This is an optimization exercise on Yosys and OpenROAD, whose aim is small area, a short achievable clock period and few clock cycles per item, not a production implementation. In this exercise RTL edits were held to simulation tests only and were not proved equivalent to the original.

==> flow/design.v <==
module fmd_norm_fmul (
    input  wire [52:0]        mw,      
    input  wire signed [12:0] we,      
    output wire [51:0]        ma,      
    output wire signed [12:0] ea       
);
    wire [62:0] x0 = {mw, 9'b0} ;
    wire [62:0] x1 = {2'b0, mw, 7'b0};
    wire [62:0] x2 = {10'b0, mw};
    wire [62:0] x3 = ~{5'b0, mw, 4'b0};
    wire [62:0] s1 = x0 ^ x1 ^ x2;
    wire [62:0] c1 = {((x0 & x1) | (x0 & x2) | (x1 & x2)), 1'b0};
    wire [62:0] s2 = s1 ^ c1 ^ x3;
    wire [62:0] c2 = {((s1 & c1) | (s1 & x3) | (c1 & x3)), 1'b0};
    wire [62:0] p  = s2 + c2 + 63'd1;
    wire        top   = p[62];
    wire [52:0] mant  = top ? p[62:10] : p[61:9];
    wire        guard = top ? p[9] : p[8];
    wire        stick = top ? (|p[8:0]) : (|p[7:0]);
    wire        inc   = guard & (stick | mant[0]);
    wire [53:0] sum   = {1'b0, mant} + {53'd0, inc};
    wire        cy    = sum[53];
    assign ma = cy ? 52'd0 : sum[51:0];
    assign ea = we + 13'sd13 + {12'd0, top} + {12'd0, cy};
endmodule
module fmd_norm_div (
    input  wire [53:0]       r,        
    input  wire [52:0]       b,        
    input  wire              rnd,      
    input  wire signed [6:0] e,        
    input  wire signed [6:0] eg,       
    input  wire              fst,      
    input  wire [15:0]       i,
    input  wire              h,
    input  wire              dn,       
    input  wire              inc,      
    input  wire              stk,      
    input  wire              stq,      
    output wire [53:0]       r_o,
    output wire signed [6:0] e_o,
    output wire signed [6:0] eg_o,
    output wire [15:0]       i_o,
    output wire              h_o,
    output wire              dn_o,
    output wire              inc_o,
    output wire              stk_o,
    output wire              stq_o
);
    wire [54:0] t = {1'b0, r} - {2'b0, b};
    wire        q = ~t[54];
    wire [53:0] rs = q ? t[53:0] : r;
    assign r_o  = {rs[52:0], 1'b0};
    assign e_o  = e - 7'sd1;
    assign eg_o = (fst & ~q) ? eg - 7'sd1 : eg;
    wire live   = ~dn & ~stk;
    wire is_int = ~e[6];                        
    wire is_h   = (e == -7'sd1) & ~rnd;
    wire at_g   = (e == eg);
    wire brk    = (q == h);
    reg [15:0] i_n;
    reg        h_n, dn_n, inc_n, stk_n, stq_n;
    always @(*) begin
        i_n = i; h_n = h; dn_n = dn; inc_n = inc; stk_n = stk; stq_n = stq;
        if (live) begin
            if (is_int) begin
                i_n = {i[14:0], q};
            end else if (is_h) begin
                h_n = q;
                if (q == i[0]) begin
                    dn_n  = 1'b1;
                    inc_n = q;
                end
            end else if (brk) begin
                if (h & at_g) begin
                    stk_n = 1'b1;
                    stq_n = 1'b0;
                end else begin
                    dn_n  = 1'b1;
                    inc_n = h;
                end
            end else if (at_g) begin
                dn_n  = 1'b1;
                inc_n = ~h;
            end
        end else if (stk & ~dn) begin
            stq_n = stq | q;
        end
    end
    assign i_o = i_n; assign h_o = h_n; assign dn_o = dn_n;
    assign inc_o = inc_n; assign stk_o = stk_n; assign stq_o = stq_n;
endmodule
module fmd_norm (
    input  wire        clk,
    input  wire        rst_n,
    input  wire        in_valid,
    output wire        in_ready,
    input  wire        in_first,
    input  wire [63:0] in_data,
    input  wire [63:0] in_peak,
    input  wire        in_rnd,
    output wire        out_valid,
    input  wire        out_ready,
    output wire [15:0] out_pcm
);
    localparam integer K = 2;    
    reg               i_v;
    reg               i_first;
    reg               i_sw;
    reg [52:0]        i_wm;
    reg signed [12:0] i_we;
    reg [52:0]        i_pm;
    reg signed [12:0] i_pe;
    reg               i_rnd;
    wire i_wz   = ~|i_wm;
    wire i_pz   = ~|i_pm;
    wire w_ok   = i_wm[52] | i_wz;
    wire p_ok   = ~i_first | i_pm[52] | i_pz;
    reg               p_v;
    reg [51:0]        p_ma;
    reg [4:0]         p_d;       
    reg               p_zero;    
    reg               p_sat;     
    reg               p_sgn;
    reg [52:0]        a_pm;
    reg signed [12:0] a_pe;
    reg               a_pz;
    reg               a_rnd;
    reg               e_v;       
    reg               e_res;     
    reg [53:0]        e_r;
    reg signed [6:0]  e_e;
    reg signed [6:0]  e_eg;
    reg [15:0]        e_i;
    reg               e_h, e_inc, e_stk, e_stq, e_sgn, e_sat;
    reg               o_v0, o_v1;
    reg [15:0]        o_d0, o_d1;
    wire frz  = e_res & o_v1;                  
    wire cons = ~e_v & p_v & ~frz;             
    wire mv   = i_v & w_ok & p_ok & (i_first ? (~p_v & ~e_v) : (~p_v | cons));
    assign in_ready = ~i_v | mv;
    wire acc = in_valid & in_ready;
    always @(posedge clk) begin
        if (!rst_n) i_v <= 1'b0;
        else if (acc) i_v <= 1'b1;
        else if (mv) i_v <= 1'b0;
    end
    always @(posedge clk) begin
        if (acc) begin
            i_first <= in_first;
            i_sw    <= in_data[63];
            i_wm    <= {|in_data[62:52], in_data[51:0]};
            i_we    <= (in_data[62:52] == 11'd0) ? 13'sd1 : $signed({2'b0, in_data[62:52]});
            if (in_first) begin
                i_pm  <= {|in_peak[62:52], in_peak[51:0]};
                i_pe  <= (in_peak[62:52] == 11'd0) ? 13'sd1 : $signed({2'b0, in_peak[62:52]});
                i_rnd <= in_rnd;
            end
        end else begin
            if (i_v & ~w_ok) begin
                i_wm <= {i_wm[51:0], 1'b0};
                i_we <= i_we - 13'sd1;
            end
            if (i_v & i_first & ~p_ok) begin
                i_pm <= {i_pm[51:0], 1'b0};
                i_pe <= i_pe - 13'sd1;
            end
        end
    end
    wire [51:0]        pr_ma;
    wire signed [12:0] pr_ea;
    fmd_norm_fmul u_mul (.mw(i_wm), .we(i_we), .ma(pr_ma), .ea(pr_ea));
    wire signed [12:0] pr_eb  = i_first ? i_pe : a_pe;
    wire               pr_pz  = i_first ? i_pz : a_pz;
    wire signed [13:0] pr_dd  = {pr_ea[12], pr_ea} - {pr_eb[12], pr_eb};
    wire               pr_inf = (pr_ea >= 13'sd2047);
    wire               pr_lo  = (pr_dd <= -14'sd2);
    wire               pr_hi  = (pr_dd >= 14'sd16);
    wire               pr_zero = pr_pz | i_wz | (~pr_inf & pr_lo);
    wire               pr_sat  = ~pr_pz & ~i_wz & (pr_inf | pr_hi);
    always @(posedge clk) begin
        if (!rst_n) p_v <= 1'b0;
        else if (mv) p_v <= 1'b1;
        else if (cons) p_v <= 1'b0;
    end
    always @(posedge clk) begin
        if (mv) begin
            p_ma   <= pr_ma;
            p_d    <= pr_dd[4:0] + 5'd1;
            p_zero <= pr_zero;
            p_sat  <= pr_sat;
            p_sgn  <= i_sw;
        end
    end
    always @(posedge clk) begin
        if (mv & i_first) begin
            a_pm  <= i_pm;
            a_pe  <= i_pe;
            a_pz  <= i_pz;
            a_rnd <= i_rnd;
        end
    end
    wire               new_s = ~e_v;
    wire [53:0]        c_r   [0:K];
    wire signed [6:0]  c_e   [0:K];
    wire signed [6:0]  c_eg  [0:K];
    wire [15:0]        c_i   [0:K];
    wire [K:0]         c_h, c_dn, c_inc, c_stk, c_stq;
    wire signed [6:0]  pd_e = $signed({2'b0, p_d}) - 7'sd1;
    assign c_r[0]   = new_s ? {2'b01, p_ma} : e_r;
    assign c_e[0]   = new_s ? pd_e : e_e;
    assign c_eg[0]  = new_s ? pd_e - 7'sd53 : e_eg;
    assign c_i[0]   = new_s ? 16'd0 : e_i;
    assign c_h[0]   = new_s ? 1'b0 : e_h;
    assign c_dn[0]  = new_s ? (p_zero | p_sat) : e_stk;
    assign c_inc[0] = new_s ? 1'b0 : (e_stk ? (e_stq | (|e_r)) : e_inc);
    assign c_stk[0] = new_s ? 1'b0 : e_stk;
    assign c_stq[0] = new_s ? 1'b0 : e_stq;
    genvar gi;
    generate
        for (gi = 0; gi < K; gi = gi + 1) begin : g_step
            fmd_norm_div u_step (
                .r(c_r[gi]), .b(a_pm), .rnd(a_rnd), .e(c_e[gi]), .eg(c_eg[gi]),
                .fst(new_s && gi == 0),
                .i(c_i[gi]), .h(c_h[gi]), .dn(c_dn[gi]), .inc(c_inc[gi]),
                .stk(c_stk[gi]), .stq(c_stq[gi]),
                .r_o(c_r[gi+1]), .e_o(c_e[gi+1]), .eg_o(c_eg[gi+1]),
                .i_o(c_i[gi+1]), .h_o(c_h[gi+1]), .dn_o(c_dn[gi+1]),
                .inc_o(c_inc[gi+1]), .stk_o(c_stk[gi+1]), .stq_o(c_stq[gi+1])
            );
        end
    endgenerate
    wire act  = e_v | p_v;
    wire done = c_dn[K];
    always @(posedge clk) begin
        if (!rst_n) begin
            e_v   <= 1'b0;
            e_res <= 1'b0;
        end else if (~frz) begin
            e_v   <= act & ~done;
            e_res <= act & done;
        end
    end
    always @(posedge clk) begin
        if (~frz & act) begin
            e_r   <= c_r[K];
            e_e   <= c_e[K];
            e_eg  <= c_eg[K];
            e_i   <= c_i[K];
            e_h   <= c_h[K];
            e_inc <= c_inc[K];
            e_stk <= c_stk[K] & ~c_dn[K];
            e_stq <= c_stq[K];
            if (new_s) begin
                e_sgn <= p_sgn;
                e_sat <= p_sat;
            end
        end
    end
    wire [16:0] mag = {1'b0, e_i} + {16'd0, e_inc};
    wire [15:0] pcm = e_sat ? (e_sgn ? 16'h8000 : 16'h7FFF) :
                      e_sgn ? ((mag > 17'd32768) ? 16'h8000 : 16'(17'd0 - mag)) :
                              ((mag > 17'd32767) ? 16'h7FFF : mag[15:0]);
    wire push = e_res & ~o_v1;
    wire pop  = o_v0 & out_ready;
    always @(posedge clk) begin
        if (!rst_n) begin
            o_v0 <= 1'b0;
            o_v1 <= 1'b0;
        end else begin
            if (pop) begin
                if (o_v1) o_v1 <= push;
                else      o_v0 <= push;
            end else if (push) begin
                if (o_v0) o_v1 <= 1'b1;
                else      o_v0 <= 1'b1;
            end
        end
    end
    always @(posedge clk) begin
        if (pop) begin
            if (o_v1) begin
                o_d0 <= o_d1;
                o_d1 <= pcm;
            end else begin
                o_d0 <= pcm;
            end
        end else if (push) begin
            if (o_v0) o_d1 <= pcm;
            else      o_d0 <= pcm;
        end
    end
    assign out_valid = o_v0;
    assign out_pcm   = o_d0;
endmodule
==> flow/run.sh <==
#!/bin/bash
# synth_recipe.tcl (not shown) runs the flow's synth.tcl, then flattens the netlist and writes it again
# the make line also repeats each setting of config.mk as NAME=value (left out here)
make -C /OpenROAD-flow-scripts/flow DESIGN_CONFIG=/design/flow/config.mk WORK_HOME=/design/flow/orfs CLKGATE_MAP_FILE= SYNTH_SCRIPT=/design/flow/synth_recipe.tcl finish
==> flow/config.mk <==
export PLATFORM = sky130hd
export DESIGN_NAME = fmd_norm
export DESIGN_NICKNAME = fmd_norm
export VERILOG_FILES = /design/flow/design.v
export SDC_FILE = /design/flow/constraint.sdc
export NUM_CORES = 4
export LEC_CHECK = 0
export CAP_MARGIN = 20
export CORE_MARGIN = 2
export CORE_UTILIZATION = 40
export SLEW_MARGIN = 20
==> flow/constraint.sdc <==
create_clock -name core_clock -period 40.0 [get_ports {clk}]
set_input_delay 8.0000 -clock core_clock [delete_from_list [all_inputs] [get_ports {clk}]]
set_output_delay 8.0000 -clock core_clock [all_outputs]
set_load 0.01 [all_outputs]
==> summary.txt, run 1 <==
Status: no timing/DRC/antenna violations
Clk pin slew, worst setup/hold paths: 0.06 ns
Tmin final: 12.97 ns
Post-synth top area share: 33.1%
Post-Place Cell Area: 37400 um2
Crit path largest cell delay: 0.95 ns
Crit-path leading delay family: simple AND/OR/NAND/NOR gates
Worst hold path depth: 0
Port bufs: 150
Rel. slew slack: 23.6%
Pre-CTS WS: 27.48 ns
Chip Width: 299 um
Drt drc: 0
Ys async rst share: 0%
Ys flop type: edfxtp_1
Reg2Reg Setup Slack: 28.78 ns
Initial DRT Pass Iterations: 5
Hold crit path type: reg2reg
CP Data Required Time: 32.00 ns
Initial DRC Count: 2046
Crit Path Max Fanout: 5
Min-delay src: i_rnd$_DFFE_PP_
# hold bufs at CTS: 0
Antenna violation net count after detailed routing: 0
Average wire per standard cell: 18.7 um
P&R area growth vs syn: 11.9%
RSZ-0062 raised after global routing: no
Hold path endpoint: a_rnd$_DFFE_PP_
Initial core utilization: 40.3%
Setup Skew: 0.0417 ns
Number of global-route vias before repair: 26800
YS warnings: 2
Post-CTS setup buffers: 0
Post-Syn Area: 34800 um2
Area of the die: 89400 um2
Core ar.: 86500 um2
Post-Syn Instances: 3805
Worst Setup Slack, final: 27.03 ns
Total GRT Usage: 20.8%
Post-CTS sizing: 0
First-pass GRT wire length: 149000 um
Clock latency on the worst-skew pair: 0.63 ns
Top area cells in the synthesized netlist: edfxtp_1, ha_1, fa_1
CTS H-tree lvls: 2
Final period util: 32.4%
Most frequent cells in the layout: nand2_1, edfxtp_1, a21oi_1
Layout net count: 4334
CP cell instances: nor4_1, nand4_1, nor4_1, nor3b_1, or3b_2, nand2_1, clkdlybuf4s50_1
CP Class: reg2out
GPL Wtd Cong: 0.914
Die Height: 299 um
Final instance area: 39000 um2
Final Max Slew Viols: 0
HPWL Detailed: 73200 um
Fin cells: 5074
Antenna violations before repair: 3
EDFF count, synth: 384
Num CTS Buffers: 47
RR Startpoint: i_wm[28]$_DFFE_PP_
Sequential element share of the synthesized area: 33.5%
Post-synth top area cell: edfxtp_1
Crit path launch type: flop
Root Driver: clkbuf_16
Top Ports: 152
Buffer and inverter count on the worst path: 1
Setup violators final: 0
Drt via density: 5.55
Arrival @ worst endpoint: 4.97 ns
Largest net degree at the start of global routing: 107
Max Cap Viol: 0
Sum Neg Setup Slack: 0 ns
Synth cell types: 116
Crit. End Element: primary output
Clock Path Buffers: 3
Most common cell after layout, fill and taps aside: nand2_1
Total routed wirelength: 94900 um
Most frequent CP cell: nor4_1
CP startpoint: i_pm[22]$_DFFE_PP_
Highest clock rate: 77.1 MHz
Synth Net Count: 4260
Reg2reg path depth: 37
Tightest Pin Transition: 1.14 ns
Total gr overflow: 0
Via Count: 28200
FP Rows: 108
Sinks on Clock Net: 390
Mean Syn Cell Area: 9.15 um2
CTS tree: yes
Final Hold Fails: 0
Synthesized flop and latch total: 390
Final hold slack: 0.429 ns
Dpl cells: 4985
Slowest stage cell, crit path: nor4_1
Crit Reg-Reg Endpoint: p_zero$_DFFE_PP_
Share of layout cells above drive strength 1: 7.61%
kinds of logic after synthesis:
group	count (synthesis)	share of synthesized area, %
DFF	390	33.5
adders and majority gates	321	13.6
buffers and inverters	378	4.28
muxes	158	4.87
xor gates and xnor gates	282	7.25
and+or+nand+nor	1301	18.1
AOI/OAI and AO/OA	975	18.4
cells in the mapped netlist, drive strengths merged, types with 22 or more instances:
cell,count
mux2,91
clkbuf,104
nor3,87
xor2,95
o21ai,235
a21o,119
nand4,53
o211ai,29
edfxtp,384
and3,57
nand2b,32
mux2i,67
and2,27
a211oi,40
fa,97
xnor2,187
buf,42
nor2b,46
nor4,66
nand2,482
o21bai,31
a31oi,27
inv,232
a21boi,22
o21a,39
or3,23
nor2,273
nand3,86
a21oi,283
ha,224
final cells by class:
type                    instances  area, um2
fillers                      8474      47500
inverters                     232        876
repair buffers                171       1660
well taps                    1155       1450
clock buffers                  54       1200
diodes                          1       2.50
multi-input cells            3037      21700
flip-flops and latches        390      11700
clock inverters                34        380
per-stage QoR:
| step | util (%) |
|---|---|
| 2_1_floorplan | - |
| 3_3_place_gp | 43.2 |
| 3_5_place_dp | 43.2 |
| 4_1_cts | 45.0 |
| 5_1_grt | 45.0 |
| 6_report | 45.0 |
state kept, by name, indices dropped and copies added, names as in the netlist, 5 cells and up:
signal,cells
p_ma,52
e_r,53
i_we,13
i_pm,53
o_d0,16
i_wm,53
p_d,5
a_pm,53
o_d1,16
i_pe,13
e_i,16
e_eg,7
a_pe,13
e_e,7
metal layers:
metal  vias to the layer above  track usage, %  wire length (um)
met4                         2            7.46              3310
met5                         -               0                10
li1                      14000               -                 -
met2                       653            32.7             41900
met1                     13300            29.6             45100
met3                       148            2.31              4510
worst max-delay path by stage:
stage | to | slack (ns) | depth (start not counted)
2_1_floorplan | i_we[0]$_DFFE_PP_ | 28.25 | 4
3_3_place_gp | in_ready | 27.55 | 7
3_5_place_dp | in_ready | 27.48 | 7
4_1_cts | in_ready | 26.84 | 7
5_1_grt | in_ready | 26.88 | 7
6_report | in_ready | 27.03 | 7
Testbench counts, summed over its fixed seeds: cycles 27,438, items 6,144.
==> run 2: changes to the inputs <==
--- a/flow/design.v
+++ b/flow/design.v
@@ -102,7 +102,7 @@
     input  wire        out_ready,
     output wire [15:0] out_pcm
 );
-    localparam integer K = 2;    
+    localparam integer K = 3;    
     reg               i_v;
     reg               i_first;
     reg               i_sw;
==> run 2 against run 1 <==
  * Design area rose by 8.7%
  * Critical path type is now reg2reg
  * Global-route usage rose by 1.1 points
  * First-iteration DRC count rose by 19%
  * Fmax fell by 13%
==> summary.txt, run 2 <==
Crit path largest cell delay: 0.73 ns
Final Hold Fails: 0
Area of the die: 97600 um2
Reg2Reg Setup Slack: 25.16 ns
Highest clock rate: 67.4 MHz
Top Ports: 152
Initial DRC Count: 2434
Num CTS Buffers: 47
Drt via density: 5.61
Post-CTS sizing: 0
HPWL Detailed: 86000 um
Crit. End Element: flop
CP Class: reg2reg
Final Max Slew Viols: 0
Post-CTS setup buffers: 0
Top post-synthesis cells by count: nand2_1, edfxtp_1, o21ai_0
Core ar.: 94600 um2
Setup violators final: 0
Antenna violation net count after detailed routing: 0
CTS tree: yes
Largest net degree at the start of global routing: 117
Sum Neg Setup Slack: 0 ns
Clk pin slew, worst setup/hold paths: 0.06 ns
Top area cells in the synthesized netlist: edfxtp_1, ha_1, nand2_1
Sinks on Clock Net: 390
Average wire per standard cell: 19.0 um
Met2 usage: 35.5%
Status: no timing/DRC/antenna violations
Gr busiest metal: met2
Most frequent cells in the layout: nand2_1, edfxtp_1, o21ai_0
Drt drc: 0
Crit path launch type: flop
Post-synth top area share: 30.3%
Arrival @ worst endpoint: 15.35 ns
Max Cap Viol: 0
Total gr overflow: 0
Synth Net Count: 4867
GPL Wtd Cong: 0.968
Ys flop type: edfxtp_1
Slowest stage cell, crit path: dfxtp_4
Post-Syn Area: 38000 um2
Number of global-route vias before repair: 30900
Crit Path Max Fanout: 76
Most common cell after layout, fill and taps aside: nand2_1
Clock latency on the worst-skew pair: 0.63 ns
Total GRT Usage: 21.9%
GR Util met1: 30.7%
Worst Setup Slack, final: 25.16 ns
Rel. slew slack: 31.2%
Root Driver: clkbuf_16
Setup Skew: 0.0245 ns
Initial core utilization: 40.2%
CP Data Required Time: 40.51 ns
Total routed wirelength: 109000 um
Antenna violations before repair: 2
FP Rows: 113
Global routing usage on met3: 3.22%
Mean Syn Cell Area: 8.72 um2
Fin util: 44.8%
P&R area growth vs syn: 11.3%
Tightest Pin Transition: 1.03 ns
Clock Path Buffers: 3
Initial DRT Pass Iterations: 6
Most common cell in the netlist: nand2_1
# hold bufs at CTS: 0
Most frequent CP cell: a21oi_1
Hold crit path type: reg2reg
Sequential element share of the synthesized area: 30.6%
Via Count: 32100
Ys async rst share: 0%
Port bufs: 150
Synth cell types: 103
Synthesized flop and latch total: 390
Final period util: 37.1%
Die Height: 312 um
Chip Width: 312 um
Pre-CTS WS: 25.27 ns
YS warnings: 2
Post-synth top area cell: edfxtp_1
# diodes: 0
EDFF count, synth: 384
Share of layout cells above drive strength 1: 6.63%
RSZ-0062 raised after global routing: no
CTS H-tree lvls: 2
Post-Syn Instances: 4360
Tmin final: 14.84 ns
First-pass GRT wire length: 172000 um
Layout net count: 4935
[run 2: worst paths after layout]
path                                        from          endpoint  cells past startpoint
worst min register to register   i_rnd$_DFFE_PP_   a_rnd$_DFFE_PP_                      0
worst max register to register  e_v$_SDFFE_PN0N_  e_v$_SDFFE_PN0N_                     40
worst min-delay path             i_rnd$_DFFE_PP_   a_rnd$_DFFE_PP_                      0
worst max-delay path            e_v$_SDFFE_PN0N_  e_v$_SDFFE_PN0N_                     40
[run 2: critical path: cells and delay by family, from the launching register on]
family,cells,cell delay [ns]
adder cells (fa/ha/maj),3,1.04
buffers and inverters,4,2.40
flip-flops,1,0.73
multiplexers,4,1.71
AO/OA/AOI/OAI,25,7.36
AND/OR/NAND/NOR,4,1.32
[run 2: cell type report]
cell class / instances / area (um2)
Sequential cell: 390 / 11700
Multi-Input combinational cell: 3579 / 25000
Inverter: 234 / 883
Tap cell: 1265 / 1580
Clock inverter: 36 / 375
Fill cell: 9356 / 52200
Clock buffer: 50 / 1190
Timing Repair Buffer: 176 / 1700
[run 2: cells by family (layout without fill, tap and decap cells)]
kind of cell | after synthesis | count (layout) | share of synthesized area [%]
AOI/OAI and AO/OA | 1182 | 1182 | 19.7
buffers and inverters | 391 | 496 | 3.93
adders and majority gates | 373 | 373 | 14.2
xor gates and xnor gates | 340 | 340 | 7.87
and+or+nand+nor | 1521 | 1521 | 19.0
muxes | 163 | 163 | 4.65
DFF | 390 | 390 | 30.6
[run 2: per-layer routing]
layer,vias up,routed length [um]
met5,-,0
met2,744,48800
li1,16100,-
met4,0,2660
met1,15200,52000
met3,125,5410
[run 2: per-stage QoR]
step,instance area [um2],hold WS (ns),instances
2_1_floorplan,38000,0.400,4360
3_3_place_gp,40800,0.408,5643
3_5_place_dp,40800,0.415,5643
4_1_cts,42300,0.428,5729
5_1_grt,42300,0.453,5730
6_report,42300,0.430,5730
Testbench counts of run 2, summed over its fixed seeds: cycles 19,404, items 6,144.
==> run 3: changes to the inputs <==
--- a/flow/design.v
+++ b/flow/design.v
@@ -1,8 +1,7 @@
 module fmd_norm_fmul (
     input  wire [52:0]        mw,      
-    input  wire signed [12:0] we,      
     output wire [51:0]        ma,      
-    output wire signed [12:0] ea       
+    output wire [1:0]         adj      
 );
     wire [62:0] x0 = {mw, 9'b0} ;
     wire [62:0] x1 = {2'b0, mw, 7'b0};
@@ -21,7 +20,7 @@
     wire [53:0] sum   = {1'b0, mant} + {53'd0, inc};
     wire        cy    = sum[53];
     assign ma = cy ? 52'd0 : sum[51:0];
-    assign ea = we + 13'sd13 + {12'd0, top} + {12'd0, cy};
+    assign adj = {1'b0, top} + {1'b0, cy};
 endmodule
 module fmd_norm_div (
     input  wire [53:0]       r,        
@@ -102,7 +101,7 @@
     input  wire        out_ready,
     output wire [15:0] out_pcm
 );
-    localparam integer K = 3;    
+    localparam integer K = 2;    
     reg               i_v;
     reg               i_first;
     reg               i_sw;
@@ -111,10 +110,13 @@
     reg [52:0]        i_pm;
     reg signed [12:0] i_pe;
     reg               i_rnd;
+    reg               i_wpd;     
+    reg               i_ppd;     
+    reg               i_rdy;     
     wire i_wz   = ~|i_wm;
     wire i_pz   = ~|i_pm;
-    wire w_ok   = i_wm[52] | i_wz;
-    wire p_ok   = ~i_first | i_pm[52] | i_pz;
+    wire w_ok   = ~i_wpd;
+    wire p_ok   = ~i_ppd;
     reg               p_v;
     reg [51:0]        p_ma;
     reg [4:0]         p_d;       
@@ -137,12 +139,38 @@
     wire frz  = e_res & o_v1;                  
     wire cons = ~e_v & p_v & ~frz;             
     wire mv   = i_v & w_ok & p_ok & (i_first ? (~p_v & ~e_v) : (~p_v | cons));
-    assign in_ready = ~i_v | mv;
-    wire acc = in_valid & in_ready;
+    wire acc  = in_valid & i_rdy;
+    wire act  = e_v | p_v;
+    wire done;
+    wire push = e_res & ~o_v1;
+    wire pop  = o_v0 & out_ready;
+    wire in_sub = (in_data[62:52] == 11'd0) & (|in_data[51:0]);
+    wire n_i_v   = acc | (i_v & ~mv);
+    wire n_first = acc ? in_first : i_first;
+    wire n_wpd   = acc ? in_sub : (i_wpd & ~(i_wm[52] | i_wz));
+    wire n_ppd   = acc ? (in_first & (in_peak[62:52] == 11'd0) & (|in_peak[51:0]))
+                       : (i_ppd & ~(i_pm[52] | i_pz));
+    wire n_p_v   = mv | (p_v & ~cons);
+    wire n_e_v   = frz ? e_v : (act & ~done);
+    wire n_e_res = frz ? e_res : (act & done);
+    wire n_o_v0  = pop ? (o_v1 | push) : (o_v0 | push);
+    wire n_o_v1  = pop ? (o_v1 & push) : (o_v1 | (push & o_v0));
+    wire n_frz   = n_e_res & n_o_v1;
+    wire n_cons  = ~n_e_v & n_p_v & ~n_frz;
+    wire n_mv    = n_i_v & ~n_wpd & ~n_ppd & (n_first ? (~n_p_v & ~n_e_v) : (~n_p_v | n_cons));
+    assign in_ready = i_rdy;
     always @(posedge clk) begin
-        if (!rst_n) i_v <= 1'b0;
-        else if (acc) i_v <= 1'b1;
-        else if (mv) i_v <= 1'b0;
+        if (!rst_n) begin
+            i_v   <= 1'b0;
+            i_rdy <= 1'b1;
+            i_wpd <= 1'b0;
+            i_ppd <= 1'b0;
+        end else begin
+            i_v   <= n_i_v;
+            i_rdy <= ~n_i_v | n_mv;
+            i_wpd <= n_wpd;
+            i_ppd <= n_ppd;
+        end
     end
     always @(posedge clk) begin
         if (acc) begin
@@ -156,25 +184,31 @@
                 i_rnd <= in_rnd;
             end
         end else begin
-            if (i_v & ~w_ok) begin
+            if (i_wpd & ~i_wm[52]) begin
                 i_wm <= {i_wm[51:0], 1'b0};
                 i_we <= i_we - 13'sd1;
             end
-            if (i_v & i_first & ~p_ok) begin
+            if (i_ppd & ~i_pm[52]) begin
                 i_pm <= {i_pm[51:0], 1'b0};
                 i_pe <= i_pe - 13'sd1;
             end
         end
     end
     wire [51:0]        pr_ma;
-    wire signed [12:0] pr_ea;
-    fmd_norm_fmul u_mul (.mw(i_wm), .we(i_we), .ma(pr_ma), .ea(pr_ea));
+    wire [1:0]         pr_adj;
+    fmd_norm_fmul u_mul (.mw(i_wm), .ma(pr_ma), .adj(pr_adj));
     wire signed [12:0] pr_eb  = i_first ? i_pe : a_pe;
     wire               pr_pz  = i_first ? i_pz : a_pz;
-    wire signed [13:0] pr_dd  = {pr_ea[12], pr_ea} - {pr_eb[12], pr_eb};
-    wire               pr_inf = (pr_ea >= 13'sd2047);
-    wire               pr_lo  = (pr_dd <= -14'sd2);
-    wire               pr_hi  = (pr_dd >= 14'sd16);
+    wire signed [13:0] pr_d0  = {i_we[12], i_we} - {pr_eb[12], pr_eb} + 14'sd13;
+    reg                pr_inf, pr_lo, pr_hi;
+    always @(*) begin
+        case (pr_adj)
+            2'd0: begin pr_inf = (i_we >= 13'sd2034); pr_lo = (pr_d0 <= -14'sd2); pr_hi = (pr_d0 >= 14'sd16); end
+            2'd1: begin pr_inf = (i_we >= 13'sd2033); pr_lo = (pr_d0 <= -14'sd3); pr_hi = (pr_d0 >= 14'sd15); end
+            default: begin pr_inf = (i_we >= 13'sd2032); pr_lo = (pr_d0 <= -14'sd4); pr_hi = (pr_d0 >= 14'sd14); end
+        endcase
+    end
+    wire [4:0]         pr_d1   = pr_d0[4:0] + {3'd0, pr_adj} + 5'd1;     
     wire               pr_zero = pr_pz | i_wz | (~pr_inf & pr_lo);
     wire               pr_sat  = ~pr_pz & ~i_wz & (pr_inf | pr_hi);
     always @(posedge clk) begin
@@ -185,7 +219,7 @@
     always @(posedge clk) begin
         if (mv) begin
             p_ma   <= pr_ma;
-            p_d    <= pr_dd[4:0] + 5'd1;
+            p_d    <= pr_d1;
             p_zero <= pr_zero;
             p_sat  <= pr_sat;
             p_sgn  <= i_sw;
@@ -229,8 +263,7 @@
             );
         end
     endgenerate
-    wire act  = e_v | p_v;
-    wire done = c_dn[K];
+    assign done = c_dn[K];
     always @(posedge clk) begin
         if (!rst_n) begin
             e_v   <= 1'b0;
@@ -260,8 +293,6 @@
     wire [15:0] pcm = e_sat ? (e_sgn ? 16'h8000 : 16'h7FFF) :
                       e_sgn ? ((mag > 17'd32768) ? 16'h8000 : 16'(17'd0 - mag)) :
                               ((mag > 17'd32767) ? 16'h7FFF : mag[15:0]);
-    wire push = e_res & ~o_v1;
-    wire pop  = o_v0 & out_ready;
     always @(posedge clk) begin
         if (!rst_n) begin
             o_v0 <= 1'b0;
==> run 3 against run 2 <==
  * Clock-buffer cell count up 8
  * Wire length down 7.0%
  * Largest cell class unchanged
  * Synthesized cell count down 10%
  * Still clean on timing, DRC and antenna
  * Utilization up 0.22 points
  * Flip-flop and latch count up 3
==> summary.txt, run 3 <==
Clock latency on the worst-skew pair: 0.64 ns
Post-synth top area cell: edfxtp_1
Post-synth top area share: 32.5%
Most common cell in the netlist: nand2_1
Post-Syn Area: 35400 um2
Via Count: 29300
Top routing layer in use: met5
Drt via density: 5.62
Port bufs: 150
Pre-CTS WS: 28.10 ns
Reg2Reg Setup Slack: 30.46 ns
First-pass GRT wire length: 158000 um
Max Cap Viol: 0
Reg2reg path depth: 27
Initial core utilization: 40.2%
Ys flop type: edfxtp_1
Core ar.: 88000 um2
FP Rows: 109
Initial DRT Pass Iterations: 6
Final Max Slew Viols: 0
EDFF count, synth: 383
Dpl cells: 5126
Final period util: 28.1%
Fin cells: 5211
Clock Path Buffers: 3
Die Height: 301 um
Arrival @ worst endpoint: 11.75 ns
Num CTS Buffers: 47
Top Ports: 152
Hold crit path type: reg2reg
Final Hold Fails: 0
Worst hold path depth: 0
Rel. slew slack: 31.1%
CP Data Required Time: 40.51 ns
Top post-synthesis cells by count: nand2_1, edfxtp_1, o21ai_0
Most frequent cells in the layout: nand2_1, edfxtp_1, o21ai_0
CP startpoint: in_valid
RR Startpoint: e_v$_SDFF_PN0_
Post-Syn Instances: 3923
Average wire per standard cell: 19.4 um
Drt drc: 0
Tightest Pin Transition: 1.02 ns
Antenna violation net count after detailed routing: 0
Most common cell after layout, fill and taps aside: nand2_1
Crit Path Max Fanout: 53
Sum Neg Setup Slack: 0 ns
Chip Width: 301 um
Met1 WL: 50200 um
Post-CTS sizing: 0
Met2 WL post-DR: 43600 um
YS warnings: 2
Area of the multi-input gates: 22300 um2
Synth Net Count: 4388
Highest clock rate: 88.9 MHz
Layout net count: 4475
# hold bufs at CTS: 0
Crit. End Element: flop
Number of global-route vias before repair: 27600
Synthesized flop and latch total: 393
Tmin final: 11.24 ns
Ys async rst share: 0%
Post-CTS setup buffers: 0
Met3 WL post-DR: 4390 um
Worst Setup Slack, final: 28.76 ns
Sequential element share of the synthesized area: 33.1%
Crit Reg-Reg Endpoint: e_inc$_DFFE_PP_
CTS H-tree lvls: 2
Setup violators final: 0
Area of the die: 90900 um2
Total routed wirelength: 101000 um
Crit path launch type: input pin
Antenna violations before repair: 1
Share of layout cells above drive strength 1: 6.92%
Storage element area: 11700 um2
Fillers: 8559
Total GRT Usage: 21.9%
P&R area growth vs syn: 11.8%
HPWL Detailed: 79900 um
Setup Skew: 0.0456 ns
Top area cells in the synthesized netlist: edfxtp_1, ha_1, nand2_1
CP endpoint: i_rdy$_SDFF_PN1_
Sinks on Clock Net: 393
CP Class: in2reg
Fin util: 45.0%
CTS tree: yes
Initial DRC Count: 1927
Clk pin slew, worst setup/hold paths: 0.06 ns
RSZ-0062 raised after global routing: no
Root Driver: clkbuf_16
Total gr overflow: 0
Status: no timing/DRC/antenna violations
Min-delay src: i_sw$_DFFE_PP_
Synth cell types: 117
Mean Syn Cell Area: 9.02 um2
Largest net degree at the start of global routing: 82
GPL Wtd Cong: 0.946
run 3: cell count changes after synthesis, moves of 25 or more:
cell / delta
o21ai_0: -49
ha_1: -42
xor2_1: -30
nor4_1: +32
clkbuf_1: -25
a21oi_1: -77
nor2_1: -48
xnor2_1: -49
nand2_1: -73
run 3: final cells by class:
class / count / area share, %
diodes: 1 / 0.00632
clock buffers: 58 / 3.08
clock inverters: 26 / 0.743
inverters: 227 / 2.17
multi-input cells: 3160 / 56.4
flip-flops and latches: 393 / 29.6
well taps: 1165 / 3.68
repair buffers: 181 / 4.38
run 3: cells by family after synthesis:
family | count (synthesis) | share of synthesized area [%]
AOI/OAI and AO/OA | 1022 | 19.0
DFF | 393 | 33.1
and+or+nand+nor | 1414 | 19.5
adders and majority gates | 331 | 13.8
buffers and inverters | 370 | 4.08
xor gates and xnor gates | 262 | 6.55
muxes | 131 | 4.02
run 3: worst max-delay path, stage by stage:
cell             delay (ns)
clkdlybuf4s50_1        0.50
nand2_2                0.05
buf_4                  0.26
inv_6                  0.33
buf_4                  0.36
buf_4                  0.47
nand2_1                0.09
or4_1                  0.66
nand3_1                0.15
a21oi_1                0.11
nor2_1                 0.21
o21ai_0                0.14
o311ai_0               0.35
run 3: metal layers:
| layer | vias to the layer above | track usage [%] |
|---|---|---|
| li1 | 14600 | - |
| met1 | 13800 | 32.3 |
| met2 | 762 | 33.6 |
| met3 | 126 | 2.32 |
| met4 | 2 | 6.49 |
| met5 | - | 0 |
run 3: through the flow:
stage / cell area (um2) / hold WS (ns)
2_1_floorplan: 35400 / 0.400
3_3_place_gp: 38100 / 0.405
3_5_place_dp: 38100 / 0.412
4_1_cts: 39600 / 0.426
5_1_grt: 39600 / 0.427
6_report: 39600 / 0.423
run 3: worst min-delay path by stage:
stage                 endpoint  slack, ns
2_1_floorplan  a_rnd$_DFFE_PP_       0.40
3_3_place_gp   p_sgn$_DFFE_PP_       0.40
3_5_place_dp   p_sgn$_DFFE_PP_       0.41
4_1_cts        p_sgn$_DFFE_PP_       0.43
5_1_grt        p_sgn$_DFFE_PP_       0.43
6_report       p_sgn$_DFFE_PP_       0.42
Testbench counts of run 3, summed over its fixed seeds: cycles 27,438, items 6,144.
==> run 4: changes to the inputs <==
--- a/flow/design.v
+++ b/flow/design.v
@@ -101,7 +101,7 @@
     input  wire        out_ready,
     output wire [15:0] out_pcm
 );
-    localparam integer K = 2;    
+    localparam integer K = 3;    
     reg               i_v;
     reg               i_first;
     reg               i_sw;
==> run 4 against run 3 <==
  * Highest routed layer is now met4
  * Still clean
  * Final cell count grew 9.9%
  * Wire length grew 13%
  * Design area is 7.6% higher
==> summary.txt, run 4 <==
Storage element area: 11700 um2
Reg2reg path depth: 39
Final Max Slew Viols: 0
Ys flop type: edfxtp_1
Tmin final: 13.96 ns
Ys async rst share: 0%
Post-Syn Instances: 4355
Synth Area in XOR/XNOR: 8.01%
Antenna violations before repair: 1
CTS tree: yes
Crit Reg-Reg Endpoint: e_r[2]$_DFFE_PP_
# diodes: 0
RR Startpoint: e_v$_SDFF_PN0_
Tightest Pin Transition: 1.04 ns
Synthesized flop and latch total: 393
Most frequent cells in the layout: nand2_1, edfxtp_1, nor2_1
Adder-cell area share of the yosys netlist: 14.5%
Reg2Reg Setup Slack: 26.04 ns
Core ar.: 94900 um2
EDFF count, synth: 383
CP Data Required Time: 40.45 ns
Post-CTS setup buffers: 0
Largest family of logic cells by synthesized area: compound AO/OA/AOI/OAI gates
Crit path largest cell delay: 0.83 ns
RSZ-0062 raised after global routing: no
Most common cell after layout, fill and taps aside: nand2_1
First-pass GRT wire length: 178000 um
Via Count: 32700
Clk pin slew, worst setup/hold paths: 0.06 ns
Total routed wirelength: 114000 um
Max Cap Viol: 0
Sinks on Clock Net: 393
Final Hold Fails: 0
Crit Path Max Fanout: 83
Initial core utilization: 40.3%
Total gr overflow: 0
Area of the die: 98100 um2
Worst Setup Slack, final: 26.04 ns
Rel. slew slack: 29.0%
Fillers: 9295
Top post-synthesis cells by count: nand2_1, edfxtp_1, a21oi_1
Average wire per standard cell: 19.9 um
CTS H-tree lvls: 2
Largest net degree at the start of global routing: 84
Initial DRC Count: 2538
Worst hold path depth: 0
P&R area growth vs syn: 11.4%
Share of layout cells above drive strength 1: 6.10%
Mux cell area share after synthesis: 4.06%
Post-CTS sizing: 0
Crit. End Element: flop
Hold path endpoint: a_rnd$_DFFE_PP_
Highest clock rate: 71.6 MHz
Fin util: 44.9%
Crit path launch type: flop
Synth cell types: 114
Sequential element share of the synthesized area: 30.6%
# hold bufs at CTS: 0
Most common cell in the netlist: nand2_1
Sum Neg Setup Slack: 0 ns
Synth Area in Simple Gates: 18.3%
Number of global-route vias before repair: 31000
Initial DRT Pass Iterations: 5
Drt via density: 5.72
Total GRT Usage: 22.9%
Final period util: 34.9%
Most frequent CP cell: buf_4
Fin cells: 5726
Final hold slack: 0.424 ns
Drt drc: 0
Status: no timing/DRC/antenna violations
Post-synth top area cell: edfxtp_1
FP Rows: 113
Post-synth top area share: 30.1%
Mean Syn Cell Area: 8.78 um2
CP Class: reg2reg
Min-delay src: i_rnd$_DFFE_PP_
Synth Net Count: 4874
Antenna violation net count after detailed routing: 0
Setup Skew: 0.0265 ns
Num CTS Buffers: 47
Top Ports: 152
YS warnings: 2
Root Driver: clkbuf_16
Pre-CTS WS: 26.03 ns
Post-Syn Area: 38200 um2
Top area cells in the synthesized netlist: edfxtp_1, ha_1, fa_1
Layout net count: 4942
Area of the multi-input gates: 25100 um2
Slowest stage cell, crit path: a2111oi_1
Hold crit path type: reg2reg
Port bufs: 150
Arrival @ worst endpoint: 14.41 ns
GPL Wtd Cong: 1.01
Clock Path Buffers: 3
Die Height: 313 um
Setup violators final: 0
Chip Width: 313 um
HPWL Detailed: 90400 um
Clock latency on the worst-skew pair: 0.64 ns
Compound-Gate Fraction of Synth Area: 20.5%
Dpl cells: 5639
-- run 4: changes by cell type after synthesis, sizes merged, moves of 16 or more --
| cell | before | now |
|---|---|---|
| clkbuf | 103 | 135 |
| xnor2 | 159 | 208 |
| nor2 | 245 | 352 |
| nand2 | 538 | 516 |
| a31oi | 25 | 46 |
| xor2 | 103 | 133 |
| nor3 | 92 | 75 |
| ha | 234 | 288 |
| a21oi | 250 | 358 |
| o22ai | 6 | 22 |
| a21o | 117 | 137 |
-- run 4: kinds of logic (layout without fill, tap and decap cells) --
| family | after synthesis | count (layout) |
|---|---|---|
| buf+inv | 400 | 506 |
| mux | 143 | 143 |
| flops | 393 | 393 |
| fa+ha+maj | 385 | 385 |
| compound gates | 1221 | 1221 |
| xor+xnor | 344 | 344 |
| simple gates | 1469 | 1469 |
-- run 4: worst max-delay path by stage --
| stage | endpoint | cells past startpoint | from |
|---|---|---|---|
| after global routing | e_r[2]$_DFFE_PP_ | 39 | e_v$_SDFF_PN0_ |
| final | e_r[2]$_DFFE_PP_ | 39 | e_v$_SDFF_PN0_ |
| after global placement | e_r[2]$_DFFE_PP_ | 39 | e_v$_SDFF_PN0_ |
| after detailed placement | e_r[2]$_DFFE_PP_ | 39 | e_v$_SDFF_PN0_ |
| after CTS | e_r[2]$_DFFE_PP_ | 39 | e_v$_SDFF_PN0_ |
| after floorplan | e_r[43]$_DFFE_PP_ | 47 | e_v$_SDFF_PN0_ |
-- run 4: worst max-delay path, delay by kind of cell, from the launching register on --
| kind | cells | cell delay, ns |
|---|---|---|
| AO/OA/AOI/OAI | 16 | 5.84 |
| adder cells (fa/ha/maj) | 3 | 1.07 |
| buffers and inverters | 5 | 1.93 |
| flip-flops | 1 | 0.76 |
| multiplexers | 2 | 0.66 |
| AND/OR/NAND/NOR | 13 | 3.25 |
-- run 4: layout make-up --
class,instances,share of cell area (%)
repair buffers,182,4.09
multi-input cells,3562,58.9
clock inverters,35,0.946
clock buffers,52,2.81
inverters,237,2.10
well taps,1265,3.72
flip-flops and latches,393,27.5
-- run 4: per-stage QoR --
stage	instance area, um2
2_1_floorplan	38200
3_3_place_gp	41000
3_5_place_dp	41000
4_1_cts	42600
5_1_grt	42600
6_report	42600
-- run 4: layer usage --
layer / GRT usage (%) / share of wire, % / up-vias / wire length [um]
met5: 0 / 0 / - / 0
met4: 7.14 / 3.2 / 0 / 3640
met3: 2.19 / 5.1 / 147 / 5790
met2: 36.8 / 45 / 868 / 51000
met1: 32.7 / 47 / 15600 / 53500
li1: - / - / 16200 / -
Testbench counts of run 4, summed over its fixed seeds: cycles 19,404, items 6,144.
==> run 5: changes to the inputs <==
--- a/flow/design.v
+++ b/flow/design.v
@@ -1,3 +1,31 @@
+module fmd_norm_add #(parameter integer W = 64) (
+    input  wire [W-1:0] a,
+    input  wire [W-1:0] b,
+    input  wire         ci,
+    output wire [W-1:0] s
+);
+    localparam integer L = 6;    
+    wire [W-1:0] p0 = a ^ b;
+    wire [W-1:0] g0 = (a & b) | {{(W-1){1'b0}}, ci & p0[0]};
+    reg  [W-1:0] g, p;
+    integer lv, i;
+    always @(*) begin
+        g = g0; p = p0;
+        for (lv = 0; lv < L; lv = lv + 1)
+            for (i = 0; i < W; i = i + 1)
+                if (((i + 1) % (2 << lv)) == 0) begin
+                    g[i] = g[i] | (p[i] & g[i - (1 << lv)]);
+                    p[i] = p[i] & p[i - (1 << lv)];
+                end
+        for (lv = L - 2; lv >= 0; lv = lv - 1)
+            for (i = 0; i < W; i = i + 1)
+                if (((i + 1) % (2 << lv)) == (1 << lv) && i >= (2 << lv)) begin
+                    g[i] = g[i] | (p[i] & g[i - (1 << lv)]);
+                    p[i] = p[i] & p[i - (1 << lv)];
+                end
+    end
+    assign s = p0 ^ {g[W-2:0], ci};
+endmodule
 module fmd_norm_fmul (
     input  wire [52:0]        mw,      
     output wire [51:0]        ma,      
@@ -11,16 +39,17 @@
     wire [62:0] c1 = {((x0 & x1) | (x0 & x2) | (x1 & x2)), 1'b0};
     wire [62:0] s2 = s1 ^ c1 ^ x3;
     wire [62:0] c2 = {((s1 & c1) | (s1 & x3) | (c1 & x3)), 1'b0};
-    wire [62:0] p  = s2 + c2 + 63'd1;
-    wire        top   = p[62];
+    wire [62:0] p;
+    fmd_norm_add #(.W(63)) u_cpa (.a(s2), .b(c2), .ci(1'b1), .s(p));
+    wire        top   = (mw >= 53'd7378697629483821);
     wire [52:0] mant  = top ? p[62:10] : p[61:9];
     wire        guard = top ? p[9] : p[8];
     wire        stick = top ? (|p[8:0]) : (|p[7:0]);
     wire        inc   = guard & (stick | mant[0]);
-    wire [53:0] sum   = {1'b0, mant} + {53'd0, inc};
-    wire        cy    = sum[53];
-    assign ma = cy ? 52'd0 : sum[51:0];
-    assign adj = {1'b0, top} + {1'b0, cy};
+    wire [51:0] sum;
+    fmd_norm_add #(.W(52)) u_inc (.a(mant[51:0]), .b(52'd0), .ci(inc), .s(sum));
+    assign ma  = sum;
+    assign adj = {1'b0, top};
 endmodule
 module fmd_norm_div (
     input  wire [53:0]       r,        
@@ -45,7 +74,8 @@
     output wire              stk_o,
     output wire              stq_o
 );
-    wire [54:0] t = {1'b0, r} - {2'b0, b};
+    wire [54:0] t;
+    fmd_norm_add #(.W(55)) u_sub (.a({1'b0, r}), .b(~{2'b0, b}), .ci(1'b1), .s(t));
     wire        q = ~t[54];
     wire [53:0] rs = q ? t[53:0] : r;
     assign r_o  = {rs[52:0], 1'b0};
@@ -101,7 +131,7 @@
     input  wire        out_ready,
     output wire [15:0] out_pcm
 );
-    localparam integer K = 3;    
+    localparam integer K = 2;    
     reg               i_v;
     reg               i_first;
     reg               i_sw;
@@ -144,11 +174,11 @@
     wire done;
     wire push = e_res & ~o_v1;
     wire pop  = o_v0 & out_ready;
-    wire in_sub = (in_data[62:52] == 11'd0) & (|in_data[51:0]);
+    wire in_sub = (in_data[62:52] == 11'd0);
     wire n_i_v   = acc | (i_v & ~mv);
     wire n_first = acc ? in_first : i_first;
     wire n_wpd   = acc ? in_sub : (i_wpd & ~(i_wm[52] | i_wz));
-    wire n_ppd   = acc ? (in_first & (in_peak[62:52] == 11'd0) & (|in_peak[51:0]))
+    wire n_ppd   = acc ? (in_first & (in_peak[62:52] == 11'd0))
                        : (i_ppd & ~(i_pm[52] | i_pz));
     wire n_p_v   = mv | (p_v & ~cons);
     wire n_e_v   = frz ? e_v : (act & ~done);
@@ -173,16 +203,14 @@
         end
     end
     always @(posedge clk) begin
-        if (acc) begin
+        if (i_rdy) begin
             i_first <= in_first;
             i_sw    <= in_data[63];
             i_wm    <= {|in_data[62:52], in_data[51:0]};
             i_we    <= (in_data[62:52] == 11'd0) ? 13'sd1 : $signed({2'b0, in_data[62:52]});
-            if (in_first) begin
-                i_pm  <= {|in_peak[62:52], in_peak[51:0]};
-                i_pe  <= (in_peak[62:52] == 11'd0) ? 13'sd1 : $signed({2'b0, in_peak[62:52]});
-                i_rnd <= in_rnd;
-            end
+            i_pm    <= {|in_peak[62:52], in_peak[51:0]};
+            i_pe    <= (in_peak[62:52] == 11'd0) ? 13'sd1 : $signed({2'b0, in_peak[62:52]});
+            i_rnd   <= in_rnd;
         end else begin
             if (i_wpd & ~i_wm[52]) begin
                 i_wm <= {i_wm[51:0], 1'b0};
@@ -274,25 +302,33 @@
         end
     end
     always @(posedge clk) begin
-        if (~frz & act) begin
-            e_r   <= c_r[K];
-            e_e   <= c_e[K];
-            e_eg  <= c_eg[K];
+        e_r   <= c_r[K];
+        e_e   <= c_e[K];
+        e_eg  <= c_eg[K];
+        e_h   <= c_h[K];
+        e_stk <= c_stk[K] & ~c_dn[K];
+        e_stq <= c_stq[K];
+    end
+    always @(posedge clk) begin
+        if (~frz) begin
             e_i   <= c_i[K];
-            e_h   <= c_h[K];
             e_inc <= c_inc[K];
-            e_stk <= c_stk[K] & ~c_dn[K];
-            e_stq <= c_stq[K];
             if (new_s) begin
                 e_sgn <= p_sgn;
                 e_sat <= p_sat;
             end
         end
     end
-    wire [16:0] mag = {1'b0, e_i} + {16'd0, e_inc};
+    wire [15:0] cv_x   = e_sgn ? ~e_i : e_i;
+    wire        cv_c   = e_sgn ^ e_inc;
+    wire [15:0] cv_sum = cv_x + {15'd0, cv_c};
+    wire        lo_all = &e_i[14:0];
+    wire        lo_nz  = |e_i[14:0];
+    wire        ovf_p  = e_i[15] | (lo_all & e_inc);               
+    wire        ovf_n  = e_i[15] & (lo_nz | e_inc);                
     wire [15:0] pcm = e_sat ? (e_sgn ? 16'h8000 : 16'h7FFF) :
-                      e_sgn ? ((mag > 17'd32768) ? 16'h8000 : 16'(17'd0 - mag)) :
-                              ((mag > 17'd32767) ? 16'h7FFF : mag[15:0]);
+                      e_sgn ? (ovf_n ? 16'h8000 : cv_sum) :
+                              (ovf_p ? 16'h7FFF : cv_sum);
     always @(posedge clk) begin
         if (!rst_n) begin
             o_v0 <= 1'b0;
==> run 5 against run 4 <==
  * Still clean on timing, DRC and antenna
  * Worst setup slack better by 3.4 ns
  * Fmax rose by 32%
  * Design area shrank 20%
  * First-iteration DRC count shrank 51%
  * Synthesized cell count fell by 35%
  * Via count decreased by 34%
  * Hold slack gained 0.018 ns
  * Non-clock buffer count shrank 15
  * Final cell count is 30% lower
==> summary.txt, run 5 <==
Top post-synthesis cells by count: edfxtp_1, nand2_1, inv_1
Mean Syn Cell Area: 10.5 um2
# hold bufs at CTS: 0
Post-Syn Area: 29900 um2
Most frequent cells in the layout: edfxtp_1, nand2_1, inv_1, ha_1, o21ai_0
Drt via density: 5.40
Initial core utilization: 40.2%
First-pass GRT wire length: 121000 um
Average wire per standard cell: 19.2 um
Final instance area: 34000 um2
Synth Net Count: 3401
Hold path endpoint: e_sgn$_DFFE_PP_
CP Data Required Time: 40.45 ns
Final period util: 26.4%
Initial DRT Pass Iterations: 5
Setup Skew: 0.0271 ns
Sinks on Clock Net: 393
Clock Path Buffers: 3
Post-Place Cell Area: 32400 um2
Max Cap Viol: 0
Share of layout cells above drive strength 1: 9.20%
Crit Reg-Reg Endpoint: e_stq$_DFF_P_
Layout net count: 3531
Slowest stage cell, crit path: dfxtp_4
Crit Path Max Fanout: 91
Drt drc: 0
Core ar.: 74200 um2
Total gr overflow: 0
Arrival @ worst endpoint: 11.01 ns
Synthesized flop and latch total: 393
Mux cell area share after synthesis: 7.90%
Chip Width: 277 um
Clk pin slew, worst setup/hold paths: 0.06 ns
Tightest Pin Transition: 1.08 ns
Antenna violations before repair: 2
Most common cell in the netlist: edfxtp_1
Die Height: 277 um
HPWL Detailed: 60000 um
Via Count: 21500
FP Rows: 100
Total routed wirelength: 76400 um
Post-synth top area cell: edfxtp_1
CP startpoint: e_v$_SDFF_PN0_
Fin util: 45.8%
Area of the die: 76800 um2
EDFF count, synth: 314
Highest clock rate: 94.7 MHz
P&R area growth vs syn: 13.9%
Worst hold path depth: 0
Largest net degree at the start of global routing: 107
CP Class: reg2reg
Reg2Reg Setup Slack: 29.45 ns
Adder-cell area share of the yosys netlist: 22.3%
Ys flop type: edfxtp_1
Fin cells: 3981
Number of global-route vias before repair: 22000
Compound-Gate Fraction of Synth Area: 11.6%
Synth Area in XOR/XNOR: 5.57%
Initial DRC Count: 1249
Top area cells in the synthesized netlist: edfxtp_1, fa_1, ha_1
Final Max Slew Viols: 0
RSZ-0062 raised after global routing: no
Antenna violation net count after detailed routing: 0
Reg2reg path depth: 29
Tmin final: 10.55 ns
Total GRT Usage: 19.9%
Status: no timing/DRC/antenna violations
Post-Syn Instances: 2841
GPL Wtd Cong: 0.878
Root Driver: clkbuf_16
Min-delay src: p_sgn$_DFFE_PP_
Crit path largest cell delay: 0.80 ns
Largest family of logic cells by synthesized area: adder cells
Final Hold Fails: 0
Num CTS Buffers: 48
Post-CTS sizing: 0
Sequential element share of the synthesized area: 36.9%
Crit. End Element: flop
Top Ports: 152
Setup violators final: 0
Post-synth top area share: 31.6%
Crit path launch type: flop
Post-CTS setup buffers: 0
CTS H-tree lvls: 2
Sum Neg Setup Slack: 0 ns
Synth Area in Simple Gates: 11.5%
Dpl cells: 3890
Port bufs: 150
Hold crit path type: reg2reg
Rel. slew slack: 27.9%
Most common cell after layout, fill and taps aside: edfxtp_1
YS warnings: 5
Clock latency on the worst-skew pair: 0.62 ns
Synth cell types: 82
CTS tree: yes
RR Startpoint: e_v$_SDFF_PN0_
Ys async rst share: 0%
[run 5: cell types whose count changed after synthesis, sizes merged, moves of 54 or more]
cell | previous run | this run
xnor2 | 208 | 101
nand3 | 110 | 40
nand2 | 516 | 258
dfxtp | 10 | 79
edfxtp | 383 | 314
fa | 97 | 175
a21o | 137 | 72
clkbuf | 135 | 73
o21ai | 287 | 206
a21oi | 358 | 156
mux2 | 96 | 150
nor2 | 352 | 141
[run 5: cells by family (layout without fill, tap and decap cells)]
group | after synthesis | after routing
xor+xnor | 190 | 190
other cells | 0 | 1
buf+inv | 342 | 512
compound gates | 569 | 569
fa+ha+maj | 426 | 426
mux | 217 | 217
simple gates | 704 | 704
flops | 393 | 393
[run 5: stage by stage]
stage	hold WS, ns	setup WS (ns)
2_1_floorplan	0.400	30.24
3_3_place_gp	0.402	29.66
3_5_place_dp	0.429	29.56
4_1_cts	0.443	29.54
5_1_grt	0.443	28.77
6_report	0.442	29.45
[run 5: critical path: cells and delay by family, from the launching register on]
kind	cells	cell delay [ns]
compound gates	13	4.05
fa+ha+maj	2	0.75
buf+inv	4	1.76
flops	1	0.80
mux	1	0.44
simple gates	9	2.47
[run 5: worst max path at each step]
| stage | end | slack [ns] | cells after the start |
|---|---|---|---|
| CTS | e_stq$_DFF_P_ | 29.54 | 29 |
| finish | e_stq$_DFF_P_ | 29.45 | 29 |
| global route | e_stq$_DFF_P_ | 28.77 | 29 |
| floorplan | o_d1[0]$_DFFE_PP_ | 30.24 | 3 |
| global placement | e_stq$_DFF_P_ | 29.66 | 27 |
| detailed placement | e_stq$_DFF_P_ | 29.56 | 29 |
[run 5: routing by layer]
metal  part of all wire, %  GRT usage, %
met4                   3.3          6.73
met3                   4.9          3.20
met2                    49          33.9
met5                     0             0
met1                    43          25.5
[run 5: final cells by class]
class                   count  area, um2
multi-input cells        2106      17600
inverters                 255        958
repair buffers            167       1630
clock inverters            35        369
well taps                 969       1210
flip-flops and latches    393      11000
diodes                      1       2.50
clock buffers              55       1230
fillers                  6844      40200
Testbench counts of run 5, summed over its fixed seeds: cycles 27,440, items 6,144.
==> run 6: changes to the inputs <==
--- a/flow/design.v
+++ b/flow/design.v
@@ -131,7 +131,7 @@
     input  wire        out_ready,
     output wire [15:0] out_pcm
 );
-    localparam integer K = 2;    
+    localparam integer K = 3;    
     reg               i_v;
     reg               i_first;
     reg               i_sw;
==> run 6 against run 5 <==
  * Still clean
  * Flip-flop and latch count unchanged
  * Hold slack got worse by 0.0085 ns
  * Utilization decreased by 0.34 points
  * Wire length is 16% higher
  * Die area rose by 14%
  * Critical path type unchanged
  * Largest cell class unchanged
==> summary.txt, run 6 <==
Status: no timing/DRC/antenna violations
Sequential element share of the synthesized area: 32.4%
Top area cells in the synthesized netlist: edfxtp_1, fa_1, ha_1
Total GRT Usage: 20.4%
Antenna violation net count after detailed routing: 0
CP Class: reg2reg
Synth Net Count: 4026
Tightest Pin Transition: 1.08 ns
Setup violators final: 0
Fillers: 7986
Total gr overflow: 0
Final instance area: 38200 um2
Clock latency on the worst-skew pair: 0.60 ns
Reg2Reg Setup Slack: 26.38 ns
Arrival @ worst endpoint: 14.07 ns
YS warnings: 5
Most common cell in the netlist: edfxtp_1
Most frequent CP cell: buf_4
Clock Path Buffers: 3
Area of the die: 87400 um2
Top Ports: 152
Global routing usage on met3: 2.23%
Fin util: 45.5%
Ys flop type: edfxtp_1
Layout net count: 4136
Hold crit path type: reg2reg
P&R area growth vs syn: 12.2%
# hold bufs at CTS: 0
RSZ-0062 raised after global routing: no
Crit. End Element: flop
Crit path largest cell delay: 0.73 ns
EDFF count, synth: 314
Setup Skew: 0.0276 ns
Ys async rst share: 0%
Tmin final: 13.62 ns
Synthesized flop and latch total: 393
GR Util met1: 27.0%
CTS tree: yes
HPWL Detailed: 70200 um
Post-CTS sizing: 0
Gr busiest metal: met2
Rel. slew slack: 27.9%
Post-CTS setup buffers: 0
FP Rows: 106
Crit Path Max Fanout: 61
Port bufs: 150
Via Count: 25400
Worst Setup Slack, final: 26.38 ns
Slowest stage cell, crit path: dfxtp_4
Share of layout cells above drive strength 1: 8.40%
Initial DRC Count: 1499
Core ar.: 84000 um2
Die Height: 296 um
Clk pin slew, worst setup/hold paths: 0.06 ns
Num CTS Buffers: 46
Final Max Slew Viols: 0
Post-Syn Area: 34000 um2
Pre-CTS WS: 26.34 ns
Most frequent cells in the layout: edfxtp_1, inv_1, ha_1
Root Driver: clkbuf_16
Mean Syn Cell Area: 10.0 um2
Most common cell after layout, fill and taps aside: edfxtp_1
Initial core utilization: 40.5%
Reg2reg path depth: 36
Top post-synthesis cells by count: edfxtp_1, inv_1, ha_1
CTS H-tree lvls: 2
CP Data Required Time: 40.46 ns
Met2 usage: 35.8%
Crit Reg-Reg Endpoint: e_r[21]$_DFF_P_
Sum Neg Setup Slack: 0 ns
First-pass GRT wire length: 141000 um
Average wire per standard cell: 19.0 um
Number of global-route vias before repair: 25400
Max Cap Viol: 0
Post-synth top area cell: edfxtp_1
Post-Syn Instances: 3389
Drt drc: 0
Antenna violations before repair: 2
Highest clock rate: 73.4 MHz
RR Startpoint: e_v$_SDFF_PN0_
Synth cell types: 93
GPL Wtd Cong: 0.889
CP startpoint: e_v$_SDFF_PN0_
Crit path launch type: flop
Final Hold Fails: 0
Drt via density: 5.44
CP endpoint: e_r[21]$_DFF_P_
Total routed wirelength: 88700 um
Chip Width: 296 um
Final hold slack: 0.434 ns
Post-Place Cell Area: 36700 um2
Post-synth top area share: 27.7%
Final period util: 34.0%
Initial DRT Pass Iterations: 5
Largest net degree at the start of global routing: 102
Sinks on Clock Net: 393
-- run 6: changes by cell type in the layout (fill, tap and decap cells not counted), sizes merged, moves of 15 or more --
cell and change:
fa +26, a21oi +85, mux2i +26, nor2 +66
nor3 +22, a2111oi +15, ha +51, xor2 +15
inv +52, xnor2 +26
-- run 6: logic make-up after synthesis --
group | after synthesis | synth area share [%]
compound gates | 757 | 13.9
xor+xnor | 234 | 6.17
fa+ha+maj | 503 | 22.9
buf+inv | 412 | 4.65
flops | 393 | 32.4
mux | 247 | 7.90
simple gates | 843 | 12.1
-- run 6: cell type report --
| cell class | count | area (um2) | share of cell area (%) |
|---|---|---|---|
| Antenna cell | 1 | 2.50 | 0.00656 |
| Clock buffer | 54 | 1180 | 3.09 |
| Clock inverter | 30 | 297 | 0.777 |
| Inverter | 303 | 1140 | 2.98 |
| Multi-Input combinational cell | 2584 | 21500 | 56.2 |
| Sequential cell | 393 | 11000 | 28.9 |
| Tap cell | 1134 | 1420 | 3.72 |
| Timing Repair Buffer | 171 | 1660 | 4.35 |
-- run 6: worst min-delay path by stage --
stage,from,endpoint,slack (ns),cells after the start
floorplan,i_rnd$_DFFE_PP_,a_rnd$_DFFE_PP_,0.40,0
global placement,p_sgn$_DFFE_PP_,e_sgn$_DFFE_PP_,0.40,0
detailed placement,p_sgn$_DFFE_PP_,e_sgn$_DFFE_PP_,0.42,0
CTS,i_rnd$_DFFE_PP_,a_rnd$_DFFE_PP_,0.44,0
global route,p_sgn$_DFFE_PP_,e_sgn$_DFFE_PP_,0.45,0
finish,i_rnd$_DFFE_PP_,a_rnd$_DFFE_PP_,0.43,0
-- run 6: metrics by stage --
step / instances
final: 4670
after global routing: 4669
after CTS: 4669
after detailed placement: 4585
after global placement: 4585
after floorplan: 3389
-- run 6: per-layer routing --
metal	wire length, um	part of all wire, %	up-vias
met5	0	0	-
met4	2070	2.3	0
met3	3420	3.9	100
met2	43700	49	463
met1	39500	45	12400
li1	-	-	12400
-- run 6: worst max-delay path: cells and delay by family, from the launching register on --
kind            cells  cell delay (ns)
buf+inv             5             2.45
flops               1             0.73
fa+ha+maj           3             0.96
simple gates        5             1.81
mux                 4             1.73
compound gates     19             5.64
Testbench counts of run 6, summed over its fixed seeds: cycles 19,407, items 6,144.

-- static timing again, ports no longer ideal --
The results above use ideal ports. As a check the final layouts listed here were re-extracted and re-timed, cells and wires unchanged. Step 1 assumes that a clkbuf_16 drives the clock port and a buf_2 every other input. Step 2, shift: input delay + t, output delay - t, t = (earliest + latest rising clock arrival at the registers) / 2. This alone moves slack from input paths to output paths. a / b / c = ideal ports / drivers / drivers and shift; a / b = the first two.
run | shift t [ns] | slack for setup (ns) | clock arrival spread, ns | worst data-port slew with drivers (ns)
run 1 | 0.683 | 27.032 / 26.961 / 27.644 | 0.042 / 0.042 | 0.07
run 2 | 0.681 | 25.163 / 25.163 / 25.163 | 0.024 / 0.024 | 0.06
run 3 | 0.686 | 28.756 / 28.804 / 28.118 | 0.046 / 0.046 | 0.13
run 4 | 0.694 | 26.041 / 26.041 / 26.041 | 0.027 / 0.027 | 0.06
run 5 | 0.671 | 29.445 / 29.445 / 29.445 | 0.027 / 0.027 | 0.05
run 6 | 0.649 | 26.384 / 26.384 / 26.384 | 0.033 / 0.033 | 0.05
After both steps every run listed still meets setup and hold. For run 3, which loses most, drivers alone change the setup slack by +0.048 ns; drivers and shift together by -0.638 ns.
